This is an optimization exercise on Yosys and OpenROAD, whose aim is small area, a short achievable clock period and few clock cycles per item, not a production implementation.
RTL that was checked went through simulation tests only; none was proved equivalent to the original.
The RTL of run 1 was laid out without a check of its function.
No activity file was given, so power comes from the tool's default toggle rates.

## flow/design.v (module list and top-level ports; edited modules follow where they fit)
// module bmp_hv: 3187 lines
module bmp_hv #(
    parameter LINEBUF_CAP = 4096
) (
    input  wire         clk,
    input  wire         rst,           
    input  wire         in_valid,
    output wire         in_ready,
    input  wire         mode,          
    input  wire [431:0] hdr,           
    input  wire [63:0]  file_size,
    input  wire [15:0]  payload_len,
    output reg          done,
    output reg  [31:0]  v_width,       
    output reg  [31:0]  v_height,      
    output reg  [33:0]  v_stride,      
    output reg  [1:0]   v_pad,
    output reg  [64:0]  v_datalen,     
    output reg  [4:0]   pass_count,
    output reg  [15:0]  chk_mask,
    output reg  [1:0]   v_valid,       
    output reg  [15:0]  paylen
);
  // ...
==> flow/flow/run.sh <==
#!/bin/bash
# The standard ORFS layout (the standard.sh, unchanged synthesis), with
#  - the timing repair steps asked to leave a setup margin, so that they
#    optimise the paths towards a shorter period than the 16 ns constraint;
#  - the port buffers made of plain buffers (buf_1, resizable within the buf
#    footprint) instead of the delay buffer the default picks.
set -euo pipefail
bash standard.sh "SETUP_SLACK_MARGIN=${MARGIN:-11.5}" \
  "BUFFER_PORTS_ARGS=-buffer_cell sky130_fd_sc_hd__buf_1" finish > standard.log 2>&1
==> flow/standard.sh <==
#!/bin/bash
# synth_recipe.tcl (not shown) runs the flow's synth.tcl, then flattens the netlist and writes it again
# the make line also repeats each setting of config.mk as NAME=value (left out here)
make -C /OpenROAD-flow-scripts/flow DESIGN_CONFIG=/design/flow/config.mk WORK_HOME=/design/flow/orfs CLKGATE_MAP_FILE= SYNTH_SCRIPT=/design/flow/synth_recipe.tcl "${@:-finish}"
==> flow/config.mk <==
export PLATFORM = sky130hd
export DESIGN_NAME = bmp_hv
export DESIGN_NICKNAME = bmp_hv
export VERILOG_FILES = /design/flow/design.v
export SDC_FILE = /design/flow/constraint.sdc
export NUM_CORES = 4
export LEC_CHECK = 0
export CAP_MARGIN = 20
export CORE_MARGIN = 2
export CORE_UTILIZATION = 50
export PLACE_DENSITY = 0.65
export SLEW_MARGIN = 20
==> flow/constraint.sdc <==
create_clock -name core_clock -period 16.0 [get_ports {clk}]
set_input_delay 3.2000 -clock core_clock [delete_from_list [all_inputs] [get_ports {clk}]]
set_output_delay 3.2000 -clock core_clock [all_outputs]
set_load 0.01 [all_outputs]
==> impl_results.md, run 1 <==
* Status: timing/DRC/antenna clean
* Synth top area share at 0.361
* Fillers at 9,560
* Number of antenna repair diodes at 4
* Non-Filler Instances at just over 7,000
* Vias/cell at 5.84
* Width of the chip at 337 um
* Sw Pwr at 7.45 mW
* Setup CP Type: reg -> reg
* Multi-input logic area at 32,000 um2
* CP cell instances: buf_12 -> ha_4 -> nand2b_4 -> fa_2 -> inv_2 -> fa_1 -> inv_1 -> fa_1 -> inv_2 -> ha_4 -> fa_2 -> a21o_1 -> a21oi_2 -> o21bai_2 -> a211oi_2 -> o311a_1 -> nor2_2 -> a2111o_1 -> a21oi_2 -> xnor2_1
* CTS tree: done
* Wl on met1 at 73,400 um
* Max Fanout on Critical Path at 3
* Post-synthesis mux area share at 0.00203
* Met2 usage at 0.464
* Clock sink count at 999
* Final setup fails at 0
* Die area at 113,000 um2
* Max VDD drop at 0.000154 V
* Combinational gate power at ~9.4 mW
* Max-Cap Viols at 0
* Congestion Overflow GR at 0
* Yosys reg bits at 999
* Most frequent cells after synthesis: dfxtp_1, inv_1, ha_1, fa_1, xnor2_1
* Hold crit path type: reg -> reg
* Most frequent cells in the layout: dfxtp_1, inv_1, buf_1
* Top sig layer: met5
* GRT Max-Usage Layer: met2
* Multi-input gates at around 3,200
* Sw Share at 0.468
* Area leader, netlist: dfxtp_1
==> inputs of run 2 (changes only) <==
--- a/flow/design.v
+++ b/flow/design.v
@@ -917,18 +917,17 @@
     wire s0_h1     = (h_raw == 32'd1) || (h_raw == 32'hFFFFFFFF);
     wire s0_h2     = (h_raw == 32'd2) || (h_raw == 32'hFFFFFFFE);
     wire s0_wh_le2 = ((w_raw == 32'd1) && (s0_h1 || s0_h2)) || ((w_raw == 32'd2) && s0_h1);
     wire s0_c6     = s0_mode ? (s0_wpos && s0_hnz && !s0_wh_le2) : (s0_wpos && s0_hnz);
     wire s0_c13    = ($signed(w_raw) <= 32'sd1365);
     wire s0_wbig   = ($signed(w_raw) >= 32'sd65538);
     wire s0_hbig   = ($signed(h_raw) >= 32'sd65538) || ($signed(h_raw) <= -32'sd65538);
     wire [18:0] s0_hx = h_raw[18:0] ^ {19{h_raw[31]}};
-    wire [18:0] s0_q  = {s0_pl, 1'b0} + {3'd0, s0_pl} + 19'd6
-                      + (w_raw[0] ? s0_hx : 19'd0) + (w_raw[1] ? {s0_hx[17:0], 1'b0} : 19'd0)
+    wire [18:0] s0_ph = (w_raw[0] ? s0_hx : 19'd0) + (w_raw[1] ? {s0_hx[17:0], 1'b0} : 19'd0)
                       + {17'd0, w_raw[1] & h_raw[31], w_raw[0] & h_raw[31]};
     wire [3:0]  s0_cnt = s0_chk[0] + s0_chk[1] + s0_chk[2] + s0_chk[3] + s0_chk[4]
                        + s0_chk[5] + s0_chk[6] + s0_chk[7] + s0_chk[8] + s0_chk[9]
                        + s0_c10 + s0_c6 + s0_c13 + 4'd1;
     reg         s1_valid;
     reg         s1_mode;
     reg  [31:0] s1_w;
     reg  [31:0] s1_h;        
@@ -938,17 +937,17 @@
     reg  [61:0] s1_f;        
     reg         s1_f_ok;     
     reg  [15:0] s1_pl;       
     reg  [9:0]  s1_chk;      
     reg         s1_c10, s1_c6, s1_c13;
     reg  [3:0]  s1_cnt;      
     reg         s1_all;      
     reg         s1_c16_yes, s1_c16_cmp;
-    reg  [18:0] s1_q;
+    reg  [18:0] s1_ph;       
     always @(posedge clk) begin
         if (rst) s1_valid <= 1'b0;
         else     s1_valid <= s0_valid;
         s1_mode    <= s0_mode;
         s1_w       <= w_raw;
         s1_h       <= h_raw;
         s1_bneg    <= bd_neg;
         s1_m1      <= bd_m1;
@@ -963,17 +962,17 @@
         s1_chk     <= s0_chk;
         s1_c10     <= s0_c10;
         s1_c6      <= s0_c6;
         s1_c13     <= s0_c13;
         s1_cnt     <= s0_cnt;
         s1_all     <= (&s0_chk) && s0_c10 && s0_c6 && s0_c13;
         s1_c16_yes <= !s0_mode && s0_wpos && s0_hnz && (s0_wbig || s0_hbig);
         s1_c16_cmp <= !s0_mode && s0_wpos && s0_hnz && !s0_wbig && !s0_hbig;
-        s1_q       <= s0_q;
+        s1_ph      <= s0_ph;
     end
     wire [63:0] tree_s, tree_c;
     wire [31:0] h_abs;       
     wire ho_726 = s1_h[1] | s1_h[0];
     wire ho_727 = s1_h[3] | s1_h[2];
     wire ho_728 = s1_h[5] | s1_h[4];
     wire ho_729 = s1_h[7] | s1_h[6];
     wire ho_730 = s1_h[9] | s1_h[8];
@@ -2339,17 +2338,17 @@
         s2_chk     <= s1_chk;
         s2_c10     <= s1_c10;
         s2_c6      <= s1_c6;
         s2_c13     <= s1_c13;
         s2_cnt     <= s1_cnt;
         s2_all     <= s1_all;
         s2_c16_yes <= s1_c16_yes;
         s2_c16_cmp <= s1_c16_cmp;
-        s2_q       <= s1_q;
+        s2_q       <= s1_ph + {s1_pl, 1'b0} + {3'd0, s1_pl} + 19'd6;
     end
     wire [62:0] ht;          
     wire [63:0] f_mis;
     wire fa_1903 = s2_ps[0] ^ s2_pc[0];
     wire fa_1904 = s2_ps[1] ^ s2_pc[1];
     wire fa_1905 = s2_ps[2] ^ s2_pc[2];
     wire fa_1906 = s2_ps[3] ^ s2_pc[3];
     wire fa_1907 = s2_ps[4] ^ s2_pc[4];
==> flow/config.mk (replaced) <==
export PLATFORM = sky130hd
export DESIGN_NAME = bmp_hv
export DESIGN_NICKNAME = bmp_hv
export VERILOG_FILES = /design/flow/design.v
export SDC_FILE = /design/flow/constraint.sdc
export NUM_CORES = 4
export LEC_CHECK = 0
export CAP_MARGIN = 20
export CORE_MARGIN = 2
export CORE_UTILIZATION = 50
export CTS_CLUSTER_DIAMETER = 200
export CTS_CLUSTER_SIZE = 24
export PLACE_DENSITY = 0.65
export SLEW_MARGIN = 20
==> run 2 against run 1 <==
  * Synthesized cell count increased by 0.56%
  * Cell count shrank 1.9%
  * Non-clock buffer count decreased by 28
  * Global-route usage fell by 1.3 points
  * Count of clock-buffer cells in the layout is 89 lower
  * Combinational power is 2.7% lower
  * Die area up 0.30%
  * Clock skew grew 0.0055 ns
  * Clock power decreased by 49%
  * Critical path depth down 19
  * Still clean on timing, DRC and antenna
  * Power down 10%
==> impl_results.md, run 2 <==
* Post-synth EDFFs at 0 (unchanged)
* Dpl hpwl at 121,000 um (was 124,000 um)
* Congestion Overflow GR at 0 (unchanged)
* Max-Cap Viols at 0 (unchanged)
* Port Buf Inserts at 603 (unchanged)
* Largest registers: s0_fs (64), s2_ps (64), v_datalen (63) (unchanged)
* Slowest-stage cell, CP: dfxtp_1 (was fa_1)
* WL/cell at 24.5 um (was 24.8 um)
* Critical Path AT at 1.27 ns (was 5.15 ns)
* Clock power share at 0.093 (was 0.161)
* Final setup fails at 0 (unchanged)
* Non-Filler Instances at 7,107 (was 7,243)
* Max Fanout on Critical Path at 1 (was 3)
* Most frequent cells in the layout: dfxtp_1, inv_1, buf_1 (unchanged)
* Sequential share of power at 0.271 (was 0.251)
* CP bufs+invs at 1 (was 4)
* Root buffer cell: clkbuf_16 (unchanged)
* Fillers at 9,760 (was 9,560)
* Syn avg cell area at 10.6 um2 (about the same)
* Static Leak at 26.4 nW (was 27.6 nW)
* Width of the chip at 337 um (about the same)
* Most frequent cells after synthesis: dfxtp_1, inv_1, ha_1, fa_1, xnor2_1 (unchanged)
* Max Root-Sink Buffers at 3 (unchanged)
* Largest net degree at the start of global routing at 36 (unchanged)
* Fin nets at 7,060 (was 7,085)
* Req. time, crit path at 12.80 ns (was 16.64 ns)
* Worst Setup End Kind: output pin (was flop)
* Final period util at 0.280 (was 0.282)
* Most common cell in the netlist: dfxtp_1 (unchanged)
* Max_slew headroom at 0.219 (was 0.243)
* DRT antenna net count at 0 (unchanged)
* Setup crit start kind: flop (unchanged)
* Cell area after synthesis at 55,600 um2 (was 55,400 um2)
* Vias/cell at 5.81 (was 5.84)
* Tmin final at 4.47 ns (was 4.51 ns)
* Commonest non-fill, non-tap cell in the layout: dfxtp_1 (unchanged)
* Setup slack after layout at 11.53 ns (was 11.49 ns)
* Synth unique cells at 80 (was 77)
* Area leader, netlist: dfxtp_1 (unchanged)
* H-tree depth at 2 (was 3)
* Final wirelength at 174,000 um (was 180,000 um)
* Synth top area share at 0.360 (was 0.361)
* Routed vias at 41,300 (was 42,300)
* Logic pwr share at 0.636 (was 0.588)
* Share of post-route cells with drive strength above 1 at 0.0475 (was 0.0763)
* Sw Pwr at 6.90 mW (was 7.45 mW)
* PwrDens at 237 nW/um2 (was 252 nW/um2)
* Die height at 337 um (about the same)
* Cts hold-fix bufs at 0 (unchanged)
* Pre-CTS setup slack at 10.67 ns (was 10.55 ns)
* Die area at 114,000 um2 (was 113,000 um2)
* IO Count at 722 (unchanged)
* CTS tree: done (unchanged)
* Synth async-reset ratio at 0 (unchanged)
* Max incr delay on CP at 0.41 ns (was 0.49 ns)
* RSZ-0062 raised after global routing: true (unchanged)
* Starting density of the core at 0.503 (was 0.502)
* Clock Skews at 0.0446 ns (was 0.0391 ns)
* Max VDD drop at 0.000239 V (was 0.000154 V)
* Dpl cells at 7,042 (was 7,002)
* Sw Share at 0.482 (was 0.468)
* Status: timing/DRC/antenna clean (unchanged)
* Core area at 111,000 um2 (was 110,000 um2)
* Initial antenna violation count at 5 (unchanged)
* Internal power at 7.41 mW (was 8.48 mW)
* Largest delay share family, worst path: flip-flops (was adder cells)
* Total power at 14.3 mW (was 15.9 mW)
* Synth area leaders: dfxtp_1, fa_1, ha_1 (unchanged)
* Clock sink count at 999 (unchanged)
* Total GRT Usage at 0.300 (was 0.313)
* CP cell instances: buf_1 (was buf_12 -> ha_4 -> nand2b_4 -> fa_2 -> inv_2 -> fa_1 -> inv_1 -> fa_1 -> inv_2 -> ha_4 -> fa_2 -> a21o_1 -> a21oi_2 -> o21bai_2 -> a211oi_2 -> o311a_1 -> nor2_2 -> a2111o_1 -> a21oi_2 -> xnor2_1)
* FMAX at 224 MHz (was 222 MHz)
* Synth-to-Final Area Change at 8.82% (was 14.1%)
* Worst slew pin tran at 1.17 ns (was 1.14 ns)
* Worst-path clk slew at 0.10 ns (was 0.06 ns)
* Num CTS Buffers at 47 (was 101)
* Number of global-route vias before repair at 41,100 (was 42,400)
* DR pass1 iterations at 12 (was 9)
* Fin. max-slew vios at 0 (unchanged)
* Initial DRC count at 4,893 (was 4,928)
* Final Hold Fails at 0 (unchanged)
* Mapped Cells at 5,237 (was 5,208)
* Setup CP Type: reg -> out (was reg -> reg)
* Seq/Total Area, Yosys at 0.360 (was 0.361)
* Num rows at 122 (unchanged)
* First-pass GRT wire length at 256,000 um (was 265,000 um)
* Top FF cell, synth: dfxtp_1 (unchanged)
* Syn. warnings at 1 (unchanged)
* # DRC at 0 (unchanged)
* Fin Setup TNS at 0 ns (unchanged)
* Gp weighted congestion at 0.938 (was 0.921)
* Hold crit path type: reg -> reg (unchanged)
* Yosys reg bits at 999 (unchanged)
* Clock Latency Late Sink at 0.69 ns (was 0.71 ns)
-- run 2: per-layer routing --
layer  part of all wire  GRT usage  up-vias
met5            0.00019    0.00255        -
met4              0.049      0.123        2
met3               0.12      0.101      559
met2               0.42      0.450     2574
met1               0.41      0.396    19500
li1                   -          -    18600
-- run 2: what timing repair did --
action	CTS	global route
resized for setup	19	33
setup buffers	4	7
pin swaps	2	7
gates cloned	1	0
endpoints found under the setup margin	6	25
-- run 2: cell families (layout without fill, tap and decap cells) --
group / Yosys count / count (layout) / share of synthesized area
compound gates: 1019 / 1019 / 0.145
xor+xnor: 645 / 645 / 0.102
fa+ha+maj: 932 / 932 / 0.262
buf+inv: 988 / 1364 / 0.0673
flops: 999 / 999 / 0.360
mux: 8 / 8 / 0.00151
other cells: 2 / 8 / 0.000135
simple gates: 644 / 644 / 0.0633
-- run 2: power by group through the flow --
stage	logic, mW	clock network, mW	registers [mW]
final	9.11	1.32	3.89
after global routing	10.2	1.45	3.91
after CTS	8.97	1.37	3.84
after detailed placement	8.93	0	3.90
after global placement	8.70	0	3.89
after floorplan	5.90	0	3.52
-- run 2: worst paths after layout --
kind | from | to | slack, ns | cells after the start
setup / recovery | pass_count[1] | pass_count[1] | 11.53 | 1
hold / removal | s2_h[26] | v_height[26] | 0.32 | 0
setup reg to reg | s1_m1[0] | s2_pc[35] | 11.57 | 14
hold reg to reg | s2_h[26] | v_height[26] | 0.32 | 0
-- run 2: stage by stage --
| step | utilization | hold WS [ns] | instance area [um2] |
|---|---|---|---|
| after detailed placement | 0.533 | 0.312 | 58900 |
| final | 0.547 | 0.319 | 60500 |
| after floorplan | - | 0.310 | 55600 |
| after global routing | 0.547 | 0.323 | 60500 |
| after global placement | 0.533 | 0.310 | 58900 |
| after CTS | 0.546 | 0.320 | 60300 |
-- run 2: layout make-up --
cell class | instances | area [um2] | area share
well taps | 1488 | 1860 | 0.0308
clock buffers | 48 | 1200 | 0.0199
diodes | 2 | 5.00 | 0.0000828
multi-input cells | 3254 | 32000 | 0.529
inverters | 635 | 2390 | 0.0395
flip-flops and latches | 999 | 20100 | 0.333
clock inverters | 3 | 36.3 | 0.000600
repair buffers | 678 | 2880 | 0.0476
Testbench counts of run 2, summed over its fixed seeds: cycles 3,224, items 3,200.

port drivers added, routing unchanged:
In the flow no input, the clock included, has a driving cell. The finished layouts below were timed again as built, in two steps.
Step 1 (the two cells are an assumption about what drives the block):
set clk [get_ports {clk}]
set_driving_cell -lib_cell sky130_fd_sc_hd__clkbuf_16 $clk
set_driving_cell -lib_cell sky130_fd_sc_hd__buf_2 [delete_from_list [all_inputs] $clk]
Step 2 also shifts input and output timing later by t, the mid clock arrival at the registers, as if the neighbouring blocks saw the same clock.
a / b / c = ideal / step 1 / step 2; a / b = the first two.
run	t, ns	slack for setup (ns)	clock arrival spread, ns
run 1	0.767	11.490 / 11.475 / 10.887	0.039 / 0.040
run 2	0.732	11.527 / 11.467 / 10.940	0.047 / 0.047
After both steps setup and hold are still met in every run listed. The setup slack of run 1, which loses most, moves by -0.015 ns with the drivers and by -0.603 ns with both steps.
